This design comes from an exercise in tuning for small area, a short achievable clock period and few clock cycles on the open sky130 flow, not from production work. Only simulation tests tie the RTL to the original design; equivalence was not proved.

**design/flow/design.v**
```verilog
module hbd_field_unit (
    input  wire         clk,
    input  wire         rst_n,
    input  wire         start,
    input  wire [2:0]   op,
    input  wire         sel,
    input  wire [127:0] a,
    input  wire [127:0] b,
    input  wire [127:0] p,
    output reg          busy,
    output reg          done,
    output reg  [1:0]   err,
    output reg  [127:0] result
);
    localparam [2:0] OP_FADD = 3'd0,
                     OP_FSUB = 3'd1,
                     OP_FMUL = 3'd2,
                     OP_FNEG = 3'd3,
                     OP_FINV = 3'd4,
                     OP_FSEL = 3'd5;
    localparam [1:0] ERR_NONE    = 2'd0,
                     ERR_RANGE   = 2'd1,
                     ERR_ILLEGAL = 2'd2;
    localparam [3:0] S_IDLE = 4'd0,
                     S_CHKA = 4'd1,    
                     S_CHKB = 4'd2,    
                     S_NEG  = 4'd3,    
                     S_LDA  = 4'd4,    
                     S_ADD  = 4'd5,    
                     S_FIX  = 4'd6,    
                     S_FWD  = 4'd7,    
                     S_MM   = 4'd8,    
                     S_CPY  = 4'd9,    
                     S_FCOR = 4'd10,   
                     S_FIX2 = 4'd11;   
    localparam [2:0] F_PRE2 = 3'd0,    
                     F_PRE3 = 3'd1,    
                     F_SQ1  = 3'd2,    
                     F_SQ2  = 3'd3,    
                     F_ML   = 3'd4,    
                     F_FIN  = 3'd5;    
    localparam [1:0] Y_R = 2'd0, Y_V = 2'd1, Y_T3 = 2'd2;
    reg [3:0]   state;
    reg [2:0]   op_q;
    reg         sel_q;
    reg         a_bad;
    reg         sub1;                  
    reg [129:0] v;                     
    reg         sgn;                   
    reg         plus;                  
    reg         fixge;                 
    reg [128:0] r;
    reg [128:0] t3;
    reg [127:0] p_q;
    reg [3:0]   pinv;                  
    reg [129:0] S;
    reg [129:0] C;
    reg         ci;
    reg [3:0]   d_q;                   
    reg [3:0]   dn_q;                  
    reg [3:0]   yp_q;                  
    reg [3:0]   dyp_q;                 
    reg [3:0]   ps_q;                  
    reg [3:0]   pc_q;                  
    reg [5:0]   cnt;
    reg [7:0]   fcnt;
    reg [5:0]   wcnt;
    reg [2:0]   fph;
    reg         r_one;                 
    reg [1:0]   ysel;
    reg [1:0]   wq;                    
    reg [128:0] y;
    always @(*) begin
        case (ysel)
            Y_R:     y = r;
            Y_V:     y = v[128:0];
            default: y = t3;
        endcase
    end
    reg  [129:0] Z;
    reg  [1:0]   zsel;                 
    reg          add_sc;
    always @(*) begin
        case (zsel)
            2'd0:    Z = {v[128:0], 1'b0};
            2'd1:    Z = v;
            default: Z = {1'b0, r};
        endcase
    end
    wire [129:0] ax   = add_sc ? S : Z;
    wire [129:0] pm   = plus ? {2'b00, p_q} : ~{2'b00, p_q};
    wire [129:0] ay   = add_sc ? C : pm;
    wire         acin = add_sc ? ci : !plus;
    wire [131:0] asum1 = {1'b0, ax, 1'b1} + {1'b0, ay, acin};
    wire [130:0] asum  = asum1[131:1];
    wire [128:0] T    = asum[128:0];
    wire         Dneg = !asum[130];    
    function [1023:0] mk_mul16;
        input integer unused;
        integer i;
        begin
            mk_mul16 = 1024'd0;
            for (i = 0; i < 256; i = i + 1)
                mk_mul16[i*4 +: 4] = ((i / 16) * (i % 16)) % 16;
        end
    endfunction
    localparam [1023:0] MUL16 = mk_mul16(0);
    wire [3:0]   cpv = ci ? pinv : 4'd0;
    wire [3:0]   q   = ps_q + pc_q + cpv + dyp_q;
    wire [133:0] rS  = {4'd0, S};
    wire [133:0] rC  = {4'd0, C};
    wire [133:0] y0  = d_q[0] ? {5'd0, y}       : 134'd0;
    wire [133:0] y1  = d_q[1] ? {4'd0, y, 1'b0} : 134'd0;
    wire [133:0] y2  = d_q[2] ? {3'd0, y, 2'b0} : 134'd0;
    wire [133:0] y3  = d_q[3] ? {2'd0, y, 3'b0} : 134'd0;
    wire [133:0] p0  = q[0] ? {6'd0, p_q}       : 134'd0;
    wire [133:0] p1  = q[1] ? {5'd0, p_q, 1'b0} : 134'd0;
    wire [133:0] p2  = q[2] ? {4'd0, p_q, 2'b0} : 134'd0;
    wire [133:0] p3  = q[3] ? {3'd0, p_q, 3'b0} : 134'd0;
    wire [133:0] s1a = rS ^ rC ^ y0;
    wire [133:0] c1a = {((rS & rC) | (rS & y0) | (rC & y0)), ci};
    wire [133:0] s1b = y1 ^ y2 ^ y3;
    wire [133:0] c1b = {((y1 & y2) | (y1 & y3) | (y2 & y3)), 1'b0};
    wire [133:0] s2a = s1a ^ c1a ^ s1b;
    wire [133:0] c2a = {((s1a & c1a) | (s1a & s1b) | (c1a & s1b)), 1'b0};
    wire [133:0] s3a = s2a ^ c2a ^ c1b;
    wire [133:0] c3a = {((s2a & c2a) | (s2a & c1b) | (c2a & c1b)), 1'b0};
    wire [133:0] s1q = p0 ^ p1 ^ p2;
    wire [133:0] c1q = {((p0 & p1) | (p0 & p2) | (p1 & p2)), 1'b0};
    wire [133:0] s4a = s3a ^ c3a ^ p3;
    wire [133:0] c4a = {((s3a & c3a) | (s3a & p3) | (c3a & p3)), 1'b0};
    wire [133:0] s4b = s4a ^ c4a ^ s1q;
    wire [133:0] c4b = {((s4a & c4a) | (s4a & s1q) | (c4a & s1q)), 1'b0};
    wire [133:0] s5  = s4b ^ c4b ^ c1q;
    wire [133:0] c5  = {((s4b & c4b) | (s4b & c1q) | (c4b & c1q)), 1'b0};
    wire [129:0] S_mm  = s5[133:4];
    wire [129:0] C_mm  = c5[133:4];
    wire         ci_mm = |s5[3:0];
    wire [131:0] r_pad = {3'd0, r};
    wire [5:0]   cnt2  = cnt + 6'd2;
    wire [3:0]   d_far = r_pad[{cnt2, 2'b00} +: 4];
    wire [3:0]   dyp_n = MUL16[{dn_q, yp_q}*4 +: 4];
    wire [3:0]   ps_n  = MUL16[{pinv, s5[7:4]}*4 +: 4];
    wire [3:0]   pc_n  = MUL16[{pinv, c5[7:4]}*4 +: 4];
    wire [127:0] e_val = p_q - 128'd2;
    wire [1:0]   w_nx  = e_val[{~wcnt, 1'b0} +: 2];
    wire [3:0]   pl   = p_q[3:0];
    wire [7:0]   pl2  = pl * pl;
    wire [3:0]   t2c  = 4'd2 - pl2[3:0];
    wire [7:0]   inv8 = pl * t2c;
    wire [3:0]   pinv_c = 4'd0 - inv8[3:0];
    wire uses_b  = (op_q == OP_FADD) || (op_q == OP_FSUB) ||
                   (op_q == OP_FMUL) || (op_q == OP_FSEL);
    wire illegal = (op_q == 3'd6) || (op_q == 3'd7);
    wire is_inv  = (op_q == OP_FINV);
    reg [3:0]   state_nx;
    reg [128:0] r_nx;
    reg [129:0] v_nx;
    reg         t3_we;
    reg [1:0]   ysel_nx;
    reg         mm_go;                 
    reg [2:0]   fph_nx;
    reg         r_one_nx;
    reg [5:0]   wcnt_nx;
    reg [3:0]   rlo_nx;                
    reg [3:0]   vlo_nx;                
    wire [3:0]  tlo = S[3:0] + C[3:0] + {3'd0, ci};
    wire [3:0]  st_next = rst_n ? state_nx : S_IDLE;
    always @(*) begin
        state_nx = state;
        r_nx     = r;
        rlo_nx   = r[3:0];
        vlo_nx   = v[3:0];
        v_nx     = v;
        t3_we    = 1'b0;
        ysel_nx  = ysel;
        mm_go    = 1'b0;
        fph_nx   = fph;
        r_one_nx = r_one;
        wcnt_nx  = wcnt;
        case (state)
            S_IDLE: begin
                r_nx    = {1'b0, b};
                rlo_nx  = b[3:0];
                v_nx    = {2'b00, a};
                ysel_nx = Y_V;
                if (start) state_nx = S_CHKA;
            end
            S_CHKA: begin
                state_nx = illegal ? S_IDLE : S_CHKB;
            end
            S_CHKB: begin
                if (op_q == OP_FNEG || (op_q == OP_FSEL && !sel_q)) begin
                    r_nx   = y;                    
                    rlo_nx = y[3:0];
                end
                if (a_bad || (uses_b && Dneg == 1'b0)) begin
                    state_nx = S_IDLE;
                end else begin
                    case (op_q)
                        OP_FADD: state_nx = S_LDA;
                        OP_FSUB: state_nx = S_NEG;
                        OP_FNEG: state_nx = S_NEG;
                        OP_FSEL: state_nx = S_FIX;
                        default: state_nx = S_FWD;
                    endcase
                end
            end
            S_NEG, S_LDA: state_nx = S_ADD;
            S_FWD: begin
                v_nx = asum[129:0];
                if (fcnt == (is_inv ? 8'd131 : 8'd127)) state_nx = S_FCOR;
            end
            S_FCOR: begin
                if (sgn) v_nx = asum[129:0];
                state_nx = S_CPY;
            end
            S_CPY: begin
                if (is_inv) begin
                    r_nx   = y;                    
                    rlo_nx = y[3:0];
                end
                ysel_nx = Y_V;
                fph_nx  = F_PRE2;
                mm_go   = 1'b1;
            end
            S_MM: begin
                if (cnt == (is_inv ? 6'd32 : 6'd31)) state_nx = S_ADD;
            end
            S_ADD: begin
                if (is_inv) begin
                    case (fph)
                        F_PRE2: begin                  
                            r_nx    = T;
                            rlo_nx  = tlo;
                            ysel_nx = Y_V;
                            fph_nx  = F_PRE3;
                            mm_go   = 1'b1;
                        end
                        F_PRE3: begin                  
                            t3_we    = 1'b1;
                            ysel_nx  = Y_R;
                            fph_nx   = F_SQ1;
                            r_one_nx = 1'b1;
                            wcnt_nx  = 6'd0;
                            mm_go    = 1'b1;
                        end
                        F_SQ1: begin                   
                            if (!r_one) begin
                                r_nx   = T;
                                rlo_nx = tlo;
                            end
                            ysel_nx = (wq == 2'd2) ? Y_V : Y_R;
                            fph_nx  = F_SQ2;
                            mm_go   = 1'b1;
                        end
                        F_SQ2: begin                   
                            if (wq == 2'd2) begin
                                r_nx     = r_one ? y : T;
                                rlo_nx   = r_one ? y[3:0] : tlo;
                                r_one_nx = 1'b0;
                                ysel_nx  = Y_R;
                            end else begin
                                if (!r_one) begin
                                    r_nx   = T;
                                    rlo_nx = tlo;
                                end
                                ysel_nx = (wq == 2'd3) ? Y_T3 : Y_V;
                            end
                            fph_nx = F_ML;
                            mm_go  = 1'b1;
                        end
                        F_ML: begin                    
                            if (wq == 2'd2) begin
                                r_nx   = T;
                                rlo_nx = tlo;
                            end else if (wq != 2'd0) begin
                                r_nx     = r_one ? y : T;
                                rlo_nx   = r_one ? y[3:0] : tlo;
                                r_one_nx = 1'b0;
                            end
                            wcnt_nx = wcnt + 6'd1;
                            mm_go   = 1'b1;
                            if (wcnt == 6'd63) begin
                                v_nx    = 130'd1;
                                vlo_nx  = 4'd1;
                                ysel_nx = Y_V;
                                fph_nx  = F_FIN;
                            end else begin
                                ysel_nx = Y_R;
                                fph_nx  = F_SQ1;
                            end
                        end
                        default: begin             
                            r_nx     = T;
                            rlo_nx   = tlo;
                            state_nx = S_FIX;
                        end
                    endcase
                end else begin
                    r_nx     = T;
                    rlo_nx   = tlo;
                    state_nx = sub1 ? S_LDA : S_FIX;
                end
            end
            S_FIX:  state_nx = S_FIX2;
            S_FIX2: state_nx = S_IDLE;
            default: state_nx = S_IDLE;
        endcase
        if (mm_go) state_nx = S_MM;
    end
    reg [3:0] ylo_nx;
    always @(*) begin
        case (ysel_nx)
            Y_R:     ylo_nx = rlo_nx;
            Y_V:     ylo_nx = vlo_nx;
            default: ylo_nx = t3[3:0];
        endcase
    end
    wire [3:0] yp_0   = MUL16[{pinv, ylo_nx}*4 +: 4];
    wire [3:0] dyp_0  = MUL16[{rlo_nx, yp_0}*4 +: 4];
    always @(posedge clk) begin
        r    <= r_nx;
        v    <= v_nx;
        ysel <= ysel_nx;
        fph  <= fph_nx;
        r_one <= r_one_nx;
        wcnt <= wcnt_nx;
        wq   <= w_nx;
        if (t3_we || state == S_FIX) t3 <= T;
        if (state == S_FIX) fixge <= !Dneg;
        if (state == S_FWD) sgn <= asum[129];
        else sgn <= 1'b0;
        if (state == S_IDLE) begin
            op_q  <= op;
            sel_q <= sel;
            p_q   <= p;
        end
        if (state == S_CHKA) begin
            a_bad <= !Dneg;
            pinv  <= pinv_c;
        end
        if (state == S_CHKB) begin
            sub1 <= (op_q == OP_FSUB);
            fcnt <= 8'd0;
        end
        if (state == S_FWD) fcnt <= fcnt + 8'd1;
        if (state == S_ADD) sub1 <= 1'b0;
        if (mm_go) begin
            S     <= 130'd0;
            C     <= 130'd0;
            ci    <= 1'b0;
            cnt   <= 6'd0;
            d_q   <= rlo_nx;
            dn_q  <= r_nx[7:4];
            yp_q  <= yp_0;
            dyp_q <= dyp_0;
            ps_q  <= 4'd0;
            pc_q  <= 4'd0;
        end else if (state == S_MM) begin
            S     <= S_mm;
            C     <= C_mm;
            ci    <= ci_mm;
            cnt   <= cnt + 6'd1;
            d_q   <= dn_q;
            dn_q  <= d_far;
            dyp_q <= dyp_n;
            ps_q  <= ps_n;
            pc_q  <= pc_n;
        end else if (state == S_NEG) begin
            S  <= {2'b00, p_q};
            C  <= ~{1'b0, r};
            ci <= 1'b1;
        end else if (state == S_LDA) begin
            S  <= v;
            C  <= {1'b0, r};
            ci <= 1'b0;
        end
        add_sc <= (st_next == S_ADD);
        case (st_next)
            S_CHKA:  zsel <= 2'd1;
            S_FCOR:  zsel <= 2'd1;
            S_FWD:   zsel <= 2'd0;
            default: zsel <= 2'd2;
        endcase
        plus <= (st_next == S_FCOR) ||
                (st_next == S_FWD && state == S_FWD && asum[129]);
        if (!rst_n) begin
            state  <= S_IDLE;
            busy   <= 1'b0;
            done   <= 1'b0;
            err    <= ERR_NONE;
            result <= 128'd0;
        end else begin
            state <= state_nx;
            done  <= 1'b0;
            case (state)
                S_IDLE: if (start) busy <= 1'b1;
                S_CHKA: if (illegal) begin
                    err  <= ERR_ILLEGAL;
                    done <= 1'b1;
                    busy <= 1'b0;
                end
                S_CHKB: if (a_bad || (uses_b && !Dneg)) begin
                    err  <= ERR_RANGE;
                    done <= 1'b1;
                    busy <= 1'b0;
                end
                S_FIX2: begin
                    result <= fixge ? t3[127:0] : r[127:0];
                    err    <= ERR_NONE;
                    done   <= 1'b1;
                    busy   <= 1'b0;
                end
                default: ;
            endcase
        end
    end
endmodule
```
**design/flow/flow/run.sh**
```bash
#!/bin/bash
set -euo pipefail
bash standard.sh SETUP_SLACK_MARGIN=7.5 finish > flow_make.log 2>&1
```
**design/flow/standard.sh**
```bash
#!/bin/bash
# synth_recipe.tcl (not shown) runs the flow's synth.tcl, then flattens the netlist and writes it again
# the make line also repeats each setting of config.mk as NAME=value (left out here)
make -C /OpenROAD-flow-scripts/flow DESIGN_CONFIG=/design/flow/config.mk WORK_HOME=/design/flow/orfs CLKGATE_MAP_FILE= SYNTH_SCRIPT=/design/flow/synth_recipe.tcl "${@:-finish}"
```
**design/flow/config.mk**
```make
export PLATFORM = sky130hd
export DESIGN_NAME = hbd_field_unit
export DESIGN_NICKNAME = hbd_field_unit
export VERILOG_FILES = /design/flow/design.v
export SDC_FILE = /design/flow/constraint.sdc
export NUM_CORES = 4
export LEC_CHECK = 0
export CAP_MARGIN = 20
export CORE_MARGIN = 2
export CORE_UTILIZATION = 45
export PLACE_DENSITY = 0.62
export SLEW_MARGIN = 40
```
**design/flow/constraint.sdc**
```tcl
create_clock -name core_clock -period 12.0 [get_ports {clk}]
set_input_delay 2.4000 -clock core_clock [delete_from_list [all_inputs] [get_ports {clk}]]
set_output_delay 2.4000 -clock core_clock [all_outputs]
set_load 0.01 [all_outputs]
```
==> results of run 1 <==
-- worst min-delay path: cells and delay by family, from the launching register on --
family           cells  cell delay, ns
AND/OR/NAND/NOR      1            0.06
flip-flops           1            0.32
AO/OA/AOI/OAI        1            0.06
-- state kept, by name, summed over array words and instances (netlist names), 3 cells and up --
register / count
result: 128
dyp_q: 4
p_q: 128
cnt: 6
dn_q: 4
C: 130
yp_q: 4
wcnt: 6
d_q: 4
r: 129
fcnt: 8
t3: 129
state: 4
S: 130
v: 130
pc_q: 4
fph: 3
ps_q: 4
op_q: 3
pinv: 4
-- stage by stage --
stage	std cells	setup WS, ns	utilization, %	cell area (sq um)	hold WS, ns
6_report	15459	6.04	58.6	130000	0.490
5_1_grt	15454	5.84	58.6	130000	0.511
4_1_cts	15217	6.04	56.3	125000	0.489
3_5_place_dp	14447	4.28	49.9	111000	0.478
3_3_place_gp	14435	3.98	49.6	110000	0.466
2_1_floorplan	11635	6.35	-	104000	0.424
-- worst paths after layout --
| kind | endpoint | cells after the start |
|---|---|---|
| max | pc_q[3]$_SDFFE_PP0P_ | 21 |
| min | pc_q[0]$_SDFFE_PP0P_ | 2 |
| max reg2reg | pc_q[3]$_SDFFE_PP0P_ | 21 |
| min reg2reg | pc_q[0]$_SDFFE_PP0P_ | 2 |
-- cell usage in the layout (no fill, tap or decap), types with 363 or more instances in the layout --
cell type and count:
a21oi_1 597, and2_1 420, buf_4 550, clkdlybuf4s50_1 519, dfxtp_1 412, edfxtp_1 556, fa_1 820, inv_1 979
mux2i_1 363, nand2_1 1231, nor2_1 724, nor2b_1 481, o21ai_0 484
-- timing repair --
item,in CTS,in global routing
gates cloned,40,4
endpoints found under the setup margin,638,597
pin swaps,498,413
buffers inserted,488,210
gates resized for setup,1200,692
-- per-layer routing --
layer  vias up  wire [um]  global-route usage (%)
li1      40775          -                       -
met1     49431     169000                    48.9
met2      7202     225000                    67.3
met3      2484      62100                    13.7
met4        24      70100                    46.2
met5         -        133                   0.105
-- cells by family (layout without fill, tap and decap cells) --
kind of cell | after synthesis | in the layout | synth area share, %
simple gates | 3801 | 3802 | 18.1
compound gates | 2650 | 2651 | 16.8
buf+inv | 2020 | 2851 | 7.63
fa+ha+maj | 1217 | 1217 | 22.9
flops | 981 | 981 | 25.1
xor+xnor | 495 | 495 | 4.31
mux | 471 | 471 | 5.30
other cells | 0 | 16 | 0
-- final cells by class --
type                            count  area [sq um]
Multi-Input combinational cell   8636         76500
Timing Repair Buffer             1526         16400
Clock inverter                     53           452
Clock buffer                      189          3740
Inverter                         1083          4100
Fill cell                       19222         91900
Antenna cell                       16          40.0
Tap cell                         2975          3720
Sequential cell                   981         25200
==> run notes, run 1 <==
* Total Die Area at 227000 sq um
* CORE AREA at 222000 sq um
* Initial antenna violation count at 46
* Fmax at 168 MHz
* Max_slew headroom at 22.1%
* Remaining antenna violation count after routing at 0
* Mean Syn Cell Area at 8.64 sq um
* Area Growth Syn to Fin at 29.6%
* Mapped cell area at 100000 sq um
* Detailed Route Iter0 Violations at 13.7k
* Largest net degree at the start of global routing at 223
* Unrepaired setup endpoints after global routing: yes
* Final Slew Violations at 0
* Slowest cell on crit path: dfxtp_1
* Ports at 523
* Gate Count Post-Synth at 11.6k
* Htree depth at 4
* Crit-path max cell delay at 0.66 ns
* Register area share after synthesis at 25.1%
* CP bufs+invs at 5
* Status: complete, no violations
* Net count after synthesis at 13.2k
* Maxcap violations at 0
* CTS Hold Bufs at 0
* Die Span Y at 477 um
* Reg2Reg Setup Slack at 6.04 ns
* GRT Total Usage at 44.7%
* Most common cell in the synthesized netlist: nand2_1
* Synth cell count leaders: 1372 x nand2_1, 1080 x inv_1, 1031 x fa_1, 842 x a21oi_1, 772 x clkbuf_1
* Skew final at 0.0512 ns
* Critical path launch point: r[5]$_DFF_P_
* EDFF count, synth at 556
* Share of cells above drive strength 1 at 22.3%
* Startpoint Class: flip-flop
* Period utilisation layout at 49.6%
* Via/cell ratio at 6.46
* Fraction of registers with async set/reset at 0%
* DP HPWL at 352000 um
* Number of global-route vias before repair at 98.6k
* Deepest clock path buffer count at 3
* Critical Path RT at 12.68 ns
* Die W at 477 um
* Fin nets at 14.0k
* CTS root buf: clkbuf_16
* Clk slew on worst S/H paths at 0.06 ns
* Yosys top cell by area: fa_1
* Setup CP Type: flip-flop to flip-flop
* # setup viols final at 0
* CP cell instances: mux2i_1, o21ai_2, and2_1, fa_1, inv_1, fa_2, fa_1, inv_1, fa_1, inv_1, fa_2, inv_2, fa_2, buf_12, xnor2_2, a21oi_1, a21oi_1, a21oi_1, nand2_1, a31oi_1, a211oi_2
* FF+latch count, synth at 981
* Dominant cells by area after synthesis: fa_1 21%, edfxtp_1 17%, dfxtp_1 8.5%
* DRT Pass-1 Iters at 10
* Port buffer count at 522
* Hold Startpoint: pc_q[0]$_SDFFE_PP0P_
* Critical Path Fanout Max at 9
* GR Overflow Total at 0
* WL final at 526000 um
* Crit. End Element: flip-flop
* Via count at 99.9k
* Reg2reg start: r[5]$_DFF_P_
* Crit-path leading delay family: adder cells
* Top cell type's share of synthesized area at 20.5%
* Initial core utilization at 45.2%
* Ys flop type: edfxtp_1
* Placer's final routability congestion estimate at 1.07
* Hold Violations, Final at 0
* Worst Tran Pin Value at 1.14 ns
* Clock buffer count from CTS at 132
* # clock sinks at 981
* Worst Path Arrival at 6.64 ns
* Clock latency at the later pin of the worst-skew pair at 0.86 ns
* DR WL/cell at 34.0 um
* DRC at 0
* HP Class: flip-flop to flip-flop
* TritonCTS clock tree: done
* Post-synthesis cell type count at 114
* # rows at 173
* Yosys Warn Count at 1
* Final min period at 5.96 ns
* First-pass GRT wire length at 730000 um
* Total Neg Setup Slack at 0 ns
Testbench counts, summed over its fixed seeds: cycles 155,664.
==> run 2, diff against run 1 <==
==> design/flow/flow/run.sh (replaced) <==
#!/bin/bash
set -euo pipefail
bash standard.sh SETUP_SLACK_MARGIN=6.0 cts > flow_make_cts.log 2>&1
bash standard.sh SETUP_SLACK_MARGIN=5.8 finish > flow_make_finish.log 2>&1
==> run 2 against run 1 <==
  * Critical path depth decreased by 6
  * Still clean on timing, DRC and antenna
  * Global-route usage is 5.0 points lower
  * Sequential cell count stayed put
  * Cell count decreased by 4.7%
  * Area after synthesis is the same
  * Clock skew is 0.0022 ns lower
==> run notes, run 2 <==
* Most common cell after layout, fill and taps aside: nand2_1
* Ports at 523
* Post-synthesis cell type count at 114
* Final Slew Violations at 0
* Number of global-route vias before repair at 91.4k
* Fraction of registers with async set/reset at 0%
* DRC at 0
* Most frequent cells in the layout: 1369 x nand2_1, 1072 x inv_1, 1024 x fa_1
* Share of cells above drive strength 1 at 6.39%
* Yosys Warn Count at 1
* Critical Path Fanout Max at 11
* Net count after synthesis at 13.2k
* Fmax at 162 MHz
* Most common cell in the synthesized netlist: nand2_1
* # rows at 173
* CORE AREA at 222000 sq um
* Storage element area at 25200 sq um
* Detailed Route Iter0 Violations at 12.0k
* Placer's final routability congestion estimate at 1.01
* GR Overflow Total at 0
* Critical Path RT at 12.75 ns
* Dominant cells by area after synthesis: fa_1 21%, edfxtp_1 17%, dfxtp_1 8.5%
* Register area share after synthesis at 25.1%
* Die Span Y at 477 um
* Gate Count Post-Synth at 11.6k
* Status: complete, no violations
* Area Growth Syn to Fin at 13.9%
* Maxcap violations at 0
* Remaining antenna violation count after routing at 0
* Htree depth at 4
* Max_slew headroom at 33.1%
* Synth cell count leaders: 1372 x nand2_1, 1080 x inv_1, 1031 x fa_1, 842 x a21oi_1, 772 x clkbuf_1
* Layout fillers at 20.9k
* EDFF count, synth at 556
* Skew final at 0.0490 ns
* Final min period at 6.18 ns
* Mapped cell area at 100000 sq um
* # clock sinks at 981
* Total Neg Setup Slack at 0 ns
* Final core occ at 51.5%
* Clock buffer count from CTS at 132
* WL final at 463000 um
* Biggest regs: C (130), S (130), v (130)
* Setup CP Type: flip-flop to flip-flop
* Period utilisation layout at 51.5%
* Multi-input logic area at 68600 sq um
* Top cell type's share of synthesized area at 20.5%
* Deepest clock path buffer count at 3
* Total Die Area at 227000 sq um
* Via/cell ratio at 6.35
* DP HPWL at 322000 um
* First-pass GRT wire length at 661000 um
* HP Class: flip-flop to flip-flop
* Mean Syn Cell Area at 8.64 sq um
* CTS Hold Bufs at 0
* Largest net degree at the start of global routing at 157
* Worst Tran Pin Value at 0.997 ns
* GRT Total Usage at 39.7%
* Worst Path Arrival at 6.94 ns
* Setup ws final at 5.82 ns
* Reg2Reg Setup Slack at 5.82 ns
* Clock latency at the later pin of the worst-skew pair at 0.85 ns
* CTS root buf: clkbuf_16
* Unrepaired setup endpoints after global routing: yes
* Initial antenna violation count at 36
* Hold Violations, Final at 0
* Initial core utilization at 45.2%
* Clk slew on worst S/H paths at 0.06 ns
* DR WL/cell at 31.4 um
* # setup viols final at 0
* Final hold slack at 0.494 ns
* Port buffer count at 522
* Die W at 477 um
* Crit. End Element: flip-flop
* FF+latch count, synth at 981
* Via count at 93.5k
* Ys flop type: edfxtp_1
* Yosys top cell by area: fa_1
* TritonCTS clock tree: done
* DRT Pass-1 Iters at 8
* Fin nets at 13.2k
* Dpl ws at 4.44 ns
* Startpoint Class: flip-flop
## run 2: cell counts after synthesis
No cell type changed its count.
## run 2: path summary, 6_finish.rpt
path                                               from                      end  cells after the start
worst max-delay path                  p_q[10]$_DFFE_PP_            wq[0]$_DFF_P_                     15
worst min-delay path            result[17]$_SDFFE_PN0P_  result[17]$_SDFFE_PN0P_                      1
worst max register to register        p_q[10]$_DFFE_PP_            wq[0]$_DFF_P_                     15
worst min register to register  result[17]$_SDFFE_PN0P_  result[17]$_SDFFE_PN0P_                      1
## run 2: logic make-up after synthesis
kind of cell	after synthesis	synth area share [%]
adders and majority gates	1217	22.9
xor gates and xnor gates	495	4.31
muxes	471	5.30
AOI/OAI and AO/OA	2650	16.8
buffers and inverters	2020	7.63
DFF	981	25.1
and+or+nand+nor	3801	18.1
## run 2: layout make-up
type	instances	area share, %
diodes	23	0.0503
multi-input cells	8635	60.0
repair buffers	789	7.10
well taps	2975	3.25
inverters	1083	3.57
clock inverters	76	0.878
flip-flops and latches	981	22.0
clock buffers	170	3.14
## run 2: worst max-delay path, cell delays in order (launching register included)
cell and delay, ns:
edfxtp_1 0.67, or4_1 0.73, or4_1 0.59, nor3_2 0.18, buf_4 0.28, and2_4 0.36
nand4_2 0.30, nor2_4 0.29, nand3_1 0.52, nor4_1 0.45, mux2i_1 0.23, a21oi_1 0.07
mux4_2 0.51, nor2_1 0.40, a21oi_2 0.20, o221ai_1 0.27
## run 2: timing repair
item / CTS / global route
endpoints found under the setup margin: 450 / 68
gates cloned: 6 / 0
resized for setup: 115 / 47
buffers inserted: 52 / 29
pin swaps: 26 / 15
## run 2: per-stage QoR
step,instance area (sq um),instances
5_1_grt,114000,14720
3_3_place_gp,108000,14363
2_1_floorplan,101000,11635
6_report,114000,14732
3_5_place_dp,108000,14372
4_1_cts,114000,14676
## run 2: layer usage
layer	GRT usage, %	vias to the layer above	part of all wire [%]
met5	0.357	-	0.051
met2	56.6	6385	41
met3	11.7	1189	12
met4	23.1	18	6.7
met1	53.4	46644	39
li1	-	39250	-
==> run 3, diff against run 2 <==
--- a/design/flow/config.mk
+++ b/design/flow/config.mk
@@ -7,6 +7,6 @@
 export LEC_CHECK = 0
 export CAP_MARGIN = 20
 export CORE_MARGIN = 2
-export CORE_UTILIZATION = 45
-export PLACE_DENSITY = 0.62
+export CORE_UTILIZATION = 50
+export PLACE_DENSITY = 0.66
 export SLEW_MARGIN = 40
==> run 3 against run 2 <==
  * Core utilization is 5.6 points higher
  * Area after synthesis unchanged
  * Clock skew down 0.014 ns
  * Highest routed layer unchanged
==> run notes, run 3 <==
* Final Slew Violations at 0
* Worst Tran Pin Value at 1.05 ns
* # setup viols final at 0
* Ys flop type: edfxtp_1
* Deepest clock path buffer count at 3
* Yosys top cell by area: fa_1
* Yosys Warn Count at 1
* Ports at 523
* Net count after synthesis at 13.2k
* Port buffer count at 522
* Number of global-route vias before repair at 94.0k
* DR WL/cell at 33.4 um
* Reg-to-Reg End: zsel[1]$_DFF_P_
* Htree depth at 4
* Gate Count Post-Synth at 11.6k
* Reg2reg start: zsel[1]$_DFF_P_
* CTS Hold Bufs at 0
* Clk slew on worst S/H paths at 0.06 ns
* Placer's final routability congestion estimate at 1.06
* Most frequent cells in the layout: 1369 x nand2_1, 1073 x inv_1, 1024 x fa_1
* WL final at 481000 um
* # rows at 164
* Remaining antenna violation count after routing at 0
* First-pass GRT wire length at 683000 um
* Hold Violations, Final at 0
* Total Die Area at 205000 sq um
* CORE AREA at 200000 sq um
* Unrepaired setup endpoints after global routing: no
* TritonCTS clock tree: done
* Fin nets at 13.2k
* # clock sinks at 981
* Period utilisation layout at 51.3%
* Status: complete, no violations
* HP Class: flip-flop to flip-flop
* Clock buffer count from CTS at 131
* Crit. End Element: flip-flop
* Fraction of registers with async set/reset at 0%
* Dominant cells by area after synthesis: fa_1 21%, edfxtp_1 17%, dfxtp_1 8.5%
* FF+latch count, synth at 981
* Worst Setup EP: zsel[1]$_DFF_P_
* Mapped cell area at 100000 sq um
* Max_slew headroom at 29.4%
* Top cell type's share of synthesized area at 20.5%
* Initial antenna violation count at 29
* FF-to-FF path depth at 21
* Post-synthesis cell type count at 114
* Setup ws final at 5.85 ns
* Die Span Y at 452 um
* DP HPWL at 327000 um
* Worst Path Arrival at 6.85 ns
* Startpoint Class: flip-flop
* Clock latency at the later pin of the worst-skew pair at 0.84 ns
* Biggest regs: C (130), S (130), v (130)
* Mean Syn Cell Area at 8.64 sq um
* Via count at 96.0k
* GR Overflow Total at 0
* Share of cells above drive strength 1 at 6.28%
* Dpl ws at 4.33 ns
* Critical Path RT at 12.70 ns
* Reg2Reg Setup Slack at 5.85 ns
* Most common cell in the synthesized netlist: nand2_1
* Detailed Route Iter0 Violations at 13.9k
* EDFF count, synth at 556
* DRC at 0
* CTS root buf: clkbuf_16
* Total Neg Setup Slack at 0 ns
* Initial core utilization at 50.3%
* DRT Pass-1 Iters at 9
* Largest net degree at the start of global routing at 148
* Synth cell count leaders: 1372 x nand2_1, 1080 x inv_1, 1031 x fa_1, 842 x a21oi_1, 772 x clkbuf_1
* Setup CP Type: flip-flop to flip-flop
* Maxcap violations at 0
* Most common cell after layout, fill and taps aside: nand2_1
* Area Growth Syn to Fin at 13.6%
* Fmax at 163 MHz
* Via/cell ratio at 6.66
* Die W at 452 um
* Skew final at 0.0352 ns
* GRT Total Usage at 46.1%
* Register area share after synthesis at 25.1%
* Final min period at 6.15 ns
* Critical Path Fanout Max at 55
* Critical path launch point: zsel[1]$_DFF_P_
==> run 3: worst min-delay path by stage <==
stage	depth (start not counted)	endpoint	slack [ns]	startpoint
floorplan	0	pinv[0]$_DFFE_PP_	0.42	p_q[0]$_DFFE_PP_
global placement	2	S[129]$_SDFFE_PP0P_	0.46	S[129]$_SDFFE_PP0P_
detailed placement	2	S[129]$_SDFFE_PP0P_	0.48	S[129]$_SDFFE_PP0P_
CTS	2	S[129]$_SDFFE_PP0P_	0.49	S[129]$_SDFFE_PP0P_
global route	2	S[129]$_SDFFE_PP0P_	0.51	S[129]$_SDFFE_PP0P_
finish	2	S[129]$_SDFFE_PP0P_	0.49	S[129]$_SDFFE_PP0P_
==> run 3: per-layer routing <==
| layer | routed length, um | share of wire (%) | global-route usage (%) | vias up |
|---|---|---|---|---|
| met5 | 183 | 0.038 | 0 | - |
| met4 | 38200 | 7.9 | 30.1 | 26 |
| met3 | 62800 | 13 | 13.2 | 1622 |
| met2 | 200000 | 41 | 66.2 | 7465 |
| met1 | 181000 | 38 | 60.5 | 47638 |
| li1 | - | - | - | 39257 |
==> run 3: cell families (layout without fill, tap and decap cells) <==
logic type / Yosys count / in the layout / synth area share [%]
buffers and inverters: 2020 / 2126 / 7.63
DFF: 981 / 981 / 25.1
and+or+nand+nor: 3801 / 3802 / 18.1
adders and majority gates: 1217 / 1217 / 22.9
xor gates and xnor gates: 495 / 495 / 4.31
AOI/OAI and AO/OA: 2650 / 2650 / 16.8
muxes: 471 / 471 / 5.30
other: 0 / 14 / 0
==> run 3: worst max-delay path, cell delays in order (launching register included) <==
cell and delay (ns):
dfxtp_4 0.64, buf_8 0.43, buf_4 0.48, nor2_1 0.10, a21oi_1 0.14, o21ai_0 0.12
ha_1 0.43, a21o_1 0.24, a21o_1 0.18, a21oi_1 0.34, o21ai_0 0.28, a21boi_0 0.45
o21a_1 0.18, o21bai_1 0.07, a21oi_1 0.12, o21ai_0 0.15, a31oi_4 0.41, nor3b_1 0.13
nor4_2 0.33, nor2_1 0.14, or3_1 0.37, a31o_2 0.26
==> run 3: area by class of cell <==
| type | count | area, sq um |
|---|---|---|
| multi-input cells | 8635 | 68600 |
| clock inverters | 64 | 713 |
| diodes | 14 | 35.0 |
| inverters | 1083 | 4080 |
| well taps | 2656 | 3320 |
| repair buffers | 800 | 8480 |
| flip-flops and latches | 981 | 25200 |
| fillers | 18078 | 85500 |
| clock buffers | 179 | 3680 |
==> run 3: metrics by stage <==
| stage | instances | cell area [sq um] | util (%) | hold slack [ns] |
|---|---|---|---|---|
| after floorplan | 11635 | 101000 | - | 0.424 |
| after global placement | 14048 | 107000 | 53.7 | 0.464 |
| after detailed placement | 14062 | 108000 | 53.9 | 0.478 |
| after CTS | 14365 | 113000 | 56.8 | 0.486 |
| after global routing | 14398 | 114000 | 57.1 | 0.507 |
| final | 14412 | 114000 | 57.2 | 0.490 |
==> run 3: repair_timing <==
item | in CTS | in global routing
resized for setup | 109 | 50
buffers inserted | 50 | 25
setup endpoints to repair | 466 | 43
pin swaps | 15 | 10
gates cloned | 10 | 1

-- what the ideal ports hide --
No port has a modelled driver above. Below, the same layouts with a new extraction and two added sets of constraints.
Step 1 sets driving cells, clkbuf_16 on the clock port and buf_2 on the other inputs (assumed; they add their load-dependent delay and slew).
Step 2 adds t to the input delays and takes it off the output delays; t is the mean of the earliest and latest rising clock arrival at the registers after step 1. Input paths then give back, and output paths get back, about the clock's delay inside the block.
Three values: ideal, step 1, step 2; two values: the first two.
run	t (ns)	slack for setup (ns)	hold slack, ns	cell pins on the clock port's net
run 1	0.943	6.044 / 6.044 / 5.637	0.490 / 0.490 / 0.490	1
run 2	0.925	5.816 / 5.816 / 5.115	0.494 / 0.494 / 0.494	1
run 3	0.917	5.850 / 5.850 / 5.082	0.490 / 0.490 / 0.490	1
After both steps every run listed still meets setup and hold. For run 3, which loses most, drivers alone change the setup slack by 0.000 ns; drivers and shift together by -0.768 ns.
